This is an optimization exercise on Yosys and OpenROAD, whose aim is small area, not a production implementation.
Function was checked by simulation only, so behaviour that the tests miss may differ from the original.
The clock port is modelled as an ideal driver; clocking choices that lean on that would not hold on a real chip.
Power and IR drop assume default switching activity.

job 5465:
## wiegand_core
module wiegand_core (
    input  wire        clk,
    input  wire        rst,
    input  wire [2:0]  cfg,          
    input  wire        op_valid,
    input  wire [2:0]  op,
    input  wire        lineA,        
    input  wire        lineB,
    input  wire [31:0] now,          
    output reg         digit_valid,
    output wire [3:0]  digit,
    output reg         code_valid,
    output wire [23:0] code,
    output reg         data_valid,
    output wire [23:0] data,
    output reg         state_valid,
    output wire [7:0]  state
);
export LEC_CHECK = 0
export CAP_MARGIN = 20
export CORE_MARGIN = 2
export CORE_UTILIZATION = 65
export SLEW_MARGIN = 20
create_clock -name core_clock -period 16.0 [get_ports {clk}]
standard.sh (not shown) runs the stock make flow with config.mk's settings and CLKGATE_MAP_FILE= SYNTH_SCRIPT=/design/flow/synth_recipe.tcl, a recipe that flattens the netlist after the stock synthesis.
==> flow/flow/run.sh <==
#!/bin/bash
# The standard layout (standard.sh, unchanged synthesis and steps), with
# - the port buffers that placement inserts made sky130_fd_sc_hd__buf_1
#   instead of the buffer buffer_ports picks by default (every port still
#   gets a buffer);
# - clock tree synthesis with clkbuf_4 buffers and no dummy loads on the
#   clock tree's leaves;
# - after floorplanning, each combinational cell at its family's smallest
#   drive strength (flow/downsize.tcl); later repair steps upsize as needed;
# - after clock tree synthesis, leaf clock buffers with slow clock-pin slews
#   made clkbuf_8 (flow/clkfix.tcl).
set -euo pipefail
export BUFFER_PORTS_ARGS="-buffer_cell sky130_fd_sc_hd__buf_1"
export CTS_ARGS="-sink_clustering_enable -repair_clock_nets -buf_list sky130_fd_sc_hd__clkbuf_4 -dont_use_dummy_load"
export POST_FLOORPLAN_TCL="$PWD/flow/downsize.tcl"
export POST_CTS_TCL="$PWD/flow/clkfix.tcl"
bash standard.sh > standard.log 2>&1
Other scripts of this flow, unchanged in this note and not shown: flow/flow/clkfix.tcl, flow/flow/downsize.tcl
Inputs modified between job 5465 and job 487:
diff --git a/flow/design.v b/flow/design.v
--- a/flow/design.v
+++ b/flow/design.v
@@ -123,13 +123,13 @@
             acc_zero      <= 1'b1;
             first_pending <= 1'b1;
             pos           <= 5'd31;
             f_conn        <= conn_now;
             f_logic       <= 1'b0;
         end else begin
-            if (notify_fire) begin
+            if (run_reset_proc) begin
                 snapshot      <= {notify_flags[7:6], 1'b0, notify_flags[4:1]};
                 first_pending <= 1'b0;
             end
             if (key_action | full_frame | (frame_gap & ~is_bit) | is_reset) begin
                 pos       <= 5'd31;
                 f_conn    <= conn_now;
@@ -161,16 +161,18 @@
         if (is_bit & (wp == 5'd31))
             frame[0] <= bit_value;
         for (fj = 0; fj < 24; fj = fj + 1)
             frame[fj + 1] <= (frame[fj + 1] & ~slot_clr) | (set_grp[fj / 8] & sel_bit[fj % 8]);
         if (is_bit)
             last_ts <= now;
-        if (step0 | busy) begin
+        if (step0 | busy)
             acc_code <= {msum[3:0], acc_code[31:4]};
-            mul_cnt  <= mul_cnt + 3'd1;
-        end
+        if (is_init)
+            mul_cnt <= 3'd0;
+        else if (step0 | busy)
+            mul_cnt <= mul_cnt + 3'd1;
         if (step0)
             mul_zero <= acc_is0;
         mul_prev  <= cur[3:1];
         mul_carry <= msum[4];
         digit_valid <= key_digit;
         code_valid  <= submit_send;
--- outcome ---
- Lower proportion of power drawn by the clock network among job 487 and job 5465: job 5465
- Job 487: filler-free cell count of the finished design is 47 lower than what job 5465 reported.
- Of job 487 and job 5465, the run reporting the lower met2 layer wire length in the routed design was job 487.
- The average footprint of a synthesized cell number comes out lower for job 5465 vs job 487.
- Cmp job 487 vs job 5465: biggest cell delay along the critical path higher in job 487
- Worst hold slack: job 487 and job 5465 compared, higher one is job 487
- Looking at final critical path time including I/O delays and setup, job 487 sits 670 ps higher than job 5465 does.
- In the reports for job 487 and job 5465, the smaller switching share of power belongs to job 487.


the baseline:
The RTL this note starts from:
==> flow/design.v <==
module wiegand_core (
    input  wire        clk,
    input  wire        rst,
    input  wire [2:0]  cfg,          
    input  wire        op_valid,
    input  wire [2:0]  op,
    input  wire        lineA,        
    input  wire        lineB,
    input  wire [31:0] now,          
    output reg         digit_valid,
    output wire [3:0]  digit,
    output reg         code_valid,
    output wire [23:0] code,
    output reg         data_valid,
    output wire [23:0] data,
    output reg         state_valid,
    output wire [7:0]  state
);
    localparam [2:0] OP_INIT  = 3'd0;
    localparam [2:0] OP_BIT   = 3'd1;
    localparam [2:0] OP_TICK  = 3'd2;
    localparam [2:0] OP_QUERY = 3'd3;
    localparam [2:0] OP_RESET = 3'd4;
    reg [24:0] frame;
    integer    fj;
    reg [4:0]  pos;               
    reg        par1;              
    reg        par2;              
    reg [31:0] acc_code;
    reg [2:0]  mul_cnt;           
    reg        mul_zero;          
    reg [3:1]  mul_prev;          
    reg        mul_carry;
    reg        acc_zero;          
    reg        f_conn;            
    reg        f_logic;           
    reg [7:1]  snapshot;          
    reg        first_pending;     
    reg [31:0] nlast;             
    reg        always_send;
    reg        byte_reorder;
    reg        keypad_en;
    reg        was_query;
    wire is_init  = rst | (op_valid & (op == OP_INIT));
    wire is_bit   = ~rst & op_valid & (op == OP_BIT);
    wire is_tick  = ~rst & op_valid & (op == OP_TICK);
    wire is_query = ~rst & op_valid & (op == OP_QUERY);
    wire is_reset = ~rst & op_valid & (op == OP_RESET);
    wire conn_now = lineA & lineB;
    wire [13:0] ec;
    wire [12:0] elo;
    assign ec[0] = 1'b1;
    genvar ei;
    generate for (ei = 0; ei < 13; ei = ei + 1) begin : sub
        assign elo[ei]  = now[ei] ^ nlast[ei] ^ ec[ei];
        assign ec[ei+1] = (now[ei] & nlast[ei]) | (ec[ei] & (now[ei] ^ nlast[ei]));
    end endgenerate
    wire [31:13] hc = {now[30:13] | nlast[30:13], ec[13]};
    wire [31:13] hx = (now[31:13] ^ hc) ^ nlast[31:13];
    wire         hi_zero = ~|hx;
    wire         gt5000  = ~hi_zero | (elo > 13'd5000);
    wire         gt20    = ~hi_zero | (elo > 13'd20);
    wire        timed     = is_bit | is_tick;
    wire        key_idle  = timed & gt5000;
    wire        frame_gap = timed & gt20 & (pos != 5'd31);
    wire       logic_fault = (lineA == lineB);
    wire       bit_value   = ~logic_fault & ~lineB;
    wire [4:0] wp          = frame_gap ? 5'd31 : pos;
    wire       first_half  = (wp == 5'd31) | (wp < 5'd12);
    wire       slot_d      = bit_value & (wp != 5'd0);
    wire [1:0] grp         = (byte_reorder & ~wp[3]) ? {~wp[4], 1'b0} : wp[4:3];
    wire       key_pos   = (wp == 5'd6);
    wire       last_pos  = (wp == 5'd24);
    wire [6:1] low_bits   = byte_reorder ? frame[22:17] : frame[6:1];
    wire [3:0] key_n1     = {low_bits[3:1], frame[0]};
    wire [3:0] key_n2     = {bit_value, low_bits[6:4]};
    wire       key_step   = is_bit & keypad_en & key_pos;
    wire       key_agree  = (key_n1 == key_n2);
    wire       key_digit  = key_step & key_agree & (key_n1 <= 4'd9);
    wire       key_submit = key_step & key_agree & (key_n1 == 4'd11);
    wire full_frame = is_bit & last_pos;
    wire run_emit   = frame_gap | full_frame;
    wire ep_p1      = par1;
    wire ep_p2      = frame_gap ? par2 : (par2 ^ bit_value);
    wire parity_ok  = ~ep_p1 & ep_p2;
    wire emit_data  = run_emit & parity_ok;
    wire        acc_is0     = acc_zero;
    wire        step0  = key_digit;
    wire        busy   = (mul_cnt != 3'd0);
    wire        mzero  = step0 ? acc_is0 : mul_zero;
    wire [3:0]  cur    = acc_code[3:0] & {4{~mzero}};
    wire        n8     = key_n1[3];
    wire        mx     = step0 ? n8 : mul_prev[3];
    wire [2:0]  my     = step0 ? ({3{n8}} | key_n1[2:0]) : mul_prev;
    wire        mci    = step0 ? (n8 & key_n1[0]) : mul_carry;
    wire [4:0]  msum   = {1'b0, cur[2:0], mx} + {1'b0, cur[0], my} + {4'd0, mci};
    wire        submit_send = key_submit & ~acc_is0 & (acc_code != 32'd0) & (acc_code[31:24] == 8'd0);
    wire key_action     = key_digit | key_submit;
    wire run_reset_proc = frame_gap | key_action | full_frame | is_reset;
    wire in_op_flags    = is_bit & ~frame_gap;    
    wire [7:1] notify_flags;
    assign notify_flags[1] = emit_data | key_digit | submit_send;
    assign notify_flags[2] = f_conn;
    assign notify_flags[3] = f_logic | (in_op_flags & logic_fault);
    assign notify_flags[4] = frame_gap;
    assign notify_flags[5] = frame_gap;
    assign notify_flags[6] = run_emit & ep_p1;
    assign notify_flags[7] = run_emit & ~ep_p2;
    wire notify_fire = run_reset_proc
                     & (first_pending | (notify_flags != {snapshot[7:6], snapshot[4], snapshot[4:1]}) | always_send);
    always @(posedge clk) begin
        if (is_init) begin
            always_send   <= cfg[0];
            byte_reorder  <= cfg[1];
            keypad_en     <= cfg[2];
            acc_zero      <= 1'b1;
            first_pending <= 1'b1;
            nlast         <= 32'hFFFF_FFFF;
            pos           <= 5'd31;
            f_conn        <= conn_now;
            f_logic       <= 1'b0;
        end else begin
            if (notify_fire) begin
                snapshot      <= {notify_flags[7:6], 1'b0, notify_flags[4:1]};
                first_pending <= 1'b0;
            end
            if (is_bit)
                nlast   <= ~now;
            if (key_action | full_frame | (frame_gap & ~is_bit) | is_reset) begin
                pos       <= 5'd31;
                f_conn    <= conn_now;
                f_logic   <= 1'b0;
            end else if (is_bit) begin
                pos       <= wp + 5'd1;
                if (frame_gap) begin
                    f_conn  <= conn_now;
                    f_logic <= logic_fault;
                end else begin
                    f_logic <= f_logic | logic_fault;
                end
            end
            if (key_digit) begin
                acc_zero <= 1'b0;
            end else if (key_idle | emit_data | key_submit) begin
                acc_zero <= 1'b1;
            end
        end
        if (is_bit) begin
            if (wp == 5'd31) begin
                par1 <= bit_value;
                par2 <= 1'b0;
            end else if (first_half)
                par1 <= par1 ^ bit_value;
            else
                par2 <= par2 ^ bit_value;
        end
        if (is_bit & (wp == 5'd31))
            frame[0] <= bit_value;
        for (fj = 0; fj < 24; fj = fj + 1)
            if (is_bit & (((grp == fj[4:3]) & (wp[2:0] == fj[2:0]) & (wp != 5'd24)) | (wp == 5'd0)))
                frame[fj + 1] <= (fj == 0)  ? (bit_value & ((wp != 5'd0) | ~byte_reorder)) :
                                 (fj == 16) ? (bit_value & ((wp != 5'd0) |  byte_reorder)) : slot_d;
        if (step0 | busy) begin
            acc_code <= {msum[3:0], acc_code[31:4]};
            mul_cnt  <= mul_cnt + 3'd1;
        end
        if (step0)
            mul_zero <= acc_is0;
        mul_prev  <= cur[3:1];
        mul_carry <= msum[4];
        digit_valid <= key_digit;
        code_valid  <= submit_send;
        data_valid  <= emit_data;
        state_valid <= notify_fire | is_query;
        was_query   <= is_query;
    end
    assign digit = key_n1;
    assign code  = acc_code[23:0];
    assign data  = frame[24:1];
    assign state = was_query ? {4'd0, f_logic, f_conn, 2'b01}
                           : {snapshot[7:6], snapshot[4], snapshot[4:1], 1'b1};
endmodule
Settings: LEC_CHECK=0, CAP_MARGIN=20, CORE_MARGIN=2, CORE_UTILIZATION=65, SLEW_MARGIN=20; clock period 16.0 ns.
==> flow/flow/run.sh <==
#!/bin/bash
# The standard layout (standard.sh, unchanged synthesis and steps), with
# - the port buffers that placement inserts made sky130_fd_sc_hd__buf_1
#   instead of the buffer buffer_ports picks by default (every port still
#   gets a buffer);
# - clock tree synthesis with clkbuf_4 buffers and no dummy loads on the
#   clock tree's leaves;
# - after floorplanning, each combinational cell at its family's smallest
#   drive strength (flow/downsize.tcl); later repair steps upsize as needed.
set -euo pipefail
export BUFFER_PORTS_ARGS="-buffer_cell sky130_fd_sc_hd__buf_1"
export CTS_ARGS="-sink_clustering_enable -repair_clock_nets -buf_list sky130_fd_sc_hd__clkbuf_4 -dont_use_dummy_load"
export POST_FLOORPLAN_TCL="$PWD/flow/downsize.tcl"
bash standard.sh > standard.log 2>&1
==> flow/flow/downsize.tcl <==
# Give every combinational cell the smallest drive strength of its family.
# Runs at the end of floorplanning, before placement; the later repair steps
# (repair_design, repair_timing) upsize again wherever slew, capacitance or
# timing need it. Flip-flops, buffers and tie cells keep their cells.
set db [ord::get_db]
set block [ord::get_db_block]
set dont_use $::env(DONT_USE_CELLS)
set n 0
set saved 0.0
foreach inst [$block getInsts] {
  set master [$inst getMaster]
  set name [$master getName]
  if {![regexp {^(sky130_fd_sc_hd__[a-z0-9]+)_([0-9]+)$} $name -> base drive]} { continue }
  if {[regexp {__(s?e?df|dl|conb|tap|fill|decap|diode|buf|clkbuf|clkdly|dlygate|probe|lpflow)} $base]} { continue }
  set area [expr {double([$master getWidth]) * [$master getHeight]}]
  set best ""
  set best_area $area
  foreach d {0 1 2 4} {
    set cand "${base}_$d"
    if {$cand eq $name || [lsearch -exact $dont_use $cand] >= 0} { continue }
    set m [$db findMaster $cand]
    if {$m eq "NULL" || $m eq ""} { continue }
    set a [expr {double([$m getWidth]) * [$m getHeight]}]
    if {$a < $best_area} { set best $cand; set best_area $a }
  }
  if {$best ne ""} {
    replace_cell [$inst getName] $best
    incr n
    set saved [expr {$saved + ($area - $best_area) / 1e6}]
  }
}
puts "downsize: $n cells made smaller, [format %.1f $saved] um2 less"
The baseline | status: complete | timing, DRC, antenna: pass
For the candidate, these inputs were changed with respect to the baseline:
--- a/flow/design.v
+++ b/flow/design.v
@@ -58,8 +58,11 @@
     wire [31:13] hc = {now[30:13] | nlast[30:13], ec[13]};
     wire [31:13] hx = (now[31:13] ^ hc) ^ nlast[31:13];
     wire         hi_zero = ~|hx;
-    wire         gt5000  = ~hi_zero | (elo > 13'd5000);
-    wire         gt20    = ~hi_zero | (elo > 13'd20);
+    wire ge5001 = elo[12] & (elo[11] | elo[10] | (elo[9] & elo[8] & elo[7] &
+                  (elo[6] | elo[5] | elo[4] | (elo[3] & (elo[2] | elo[1] | elo[0])))));
+    wire ge21   = (|elo[12:5]) | (elo[4] & (elo[3] | (elo[2] & (elo[1] | elo[0]))));
+    wire         gt5000  = ~hi_zero | ge5001;
+    wire         gt20    = ~hi_zero | ge21;
     wire        timed     = is_bit | is_tick;
     wire        key_idle  = timed & gt5000;
     wire        frame_gap = timed & gt20 & (pos != 5'd31);
--- outcome ---
Measured against each other, the candidate and the baseline differ in multi-input gate share of the layout cell area, the lower figure coming from the candidate. The candidate consumes less power than the baseline does. As far as number of rows created at floorplan goes, the baseline and the candidate are indistinguishable; the numbers are identical. [compare] base=the baseline new=the candidate: post-synthesis instance area saw a decrease; cell depth of the worst flop-to-flop path went up.

[what the ideal ports hide]
The results above use ideal ports. As a check the final layouts listed here were re-extracted and re-timed, cells and wires unchanged.
Step 1 sets driving cells, clkbuf_16 on the clock port and buf_2 on the other inputs (assumed; they add their load-dependent delay and slew).
Step 2 adds t to the input delays and takes it off the output delays; t is the mean of the earliest and latest rising clock arrival at the registers after step 1. Input paths then give back, and output paths get back, about the clock's delay inside the block.
a / b / c = ideal ports / drivers / drivers and shift; a / b = the first two.
run | t (ns) | slack for setup (ns) | worst setup path at the end | pins driven straight from the clock port
job 5465 | 0.533 | 5.144 / 5.149 / 4.616 | input to register | 1
job 487 | 0.498 | 4.472 / 4.477 / 3.979 | input to register | 1
the baseline | 0.569 | 4.267 / 4.278 / 3.709 | input to register | 1
the candidate | 0.553 | 4.030 / 4.043 / 3.490 | input to register | 1
After both steps setup and hold are still met in every run listed. For the baseline, which loses most, drivers alone change the setup slack by +0.011 ns; drivers and shift together by -0.558 ns.
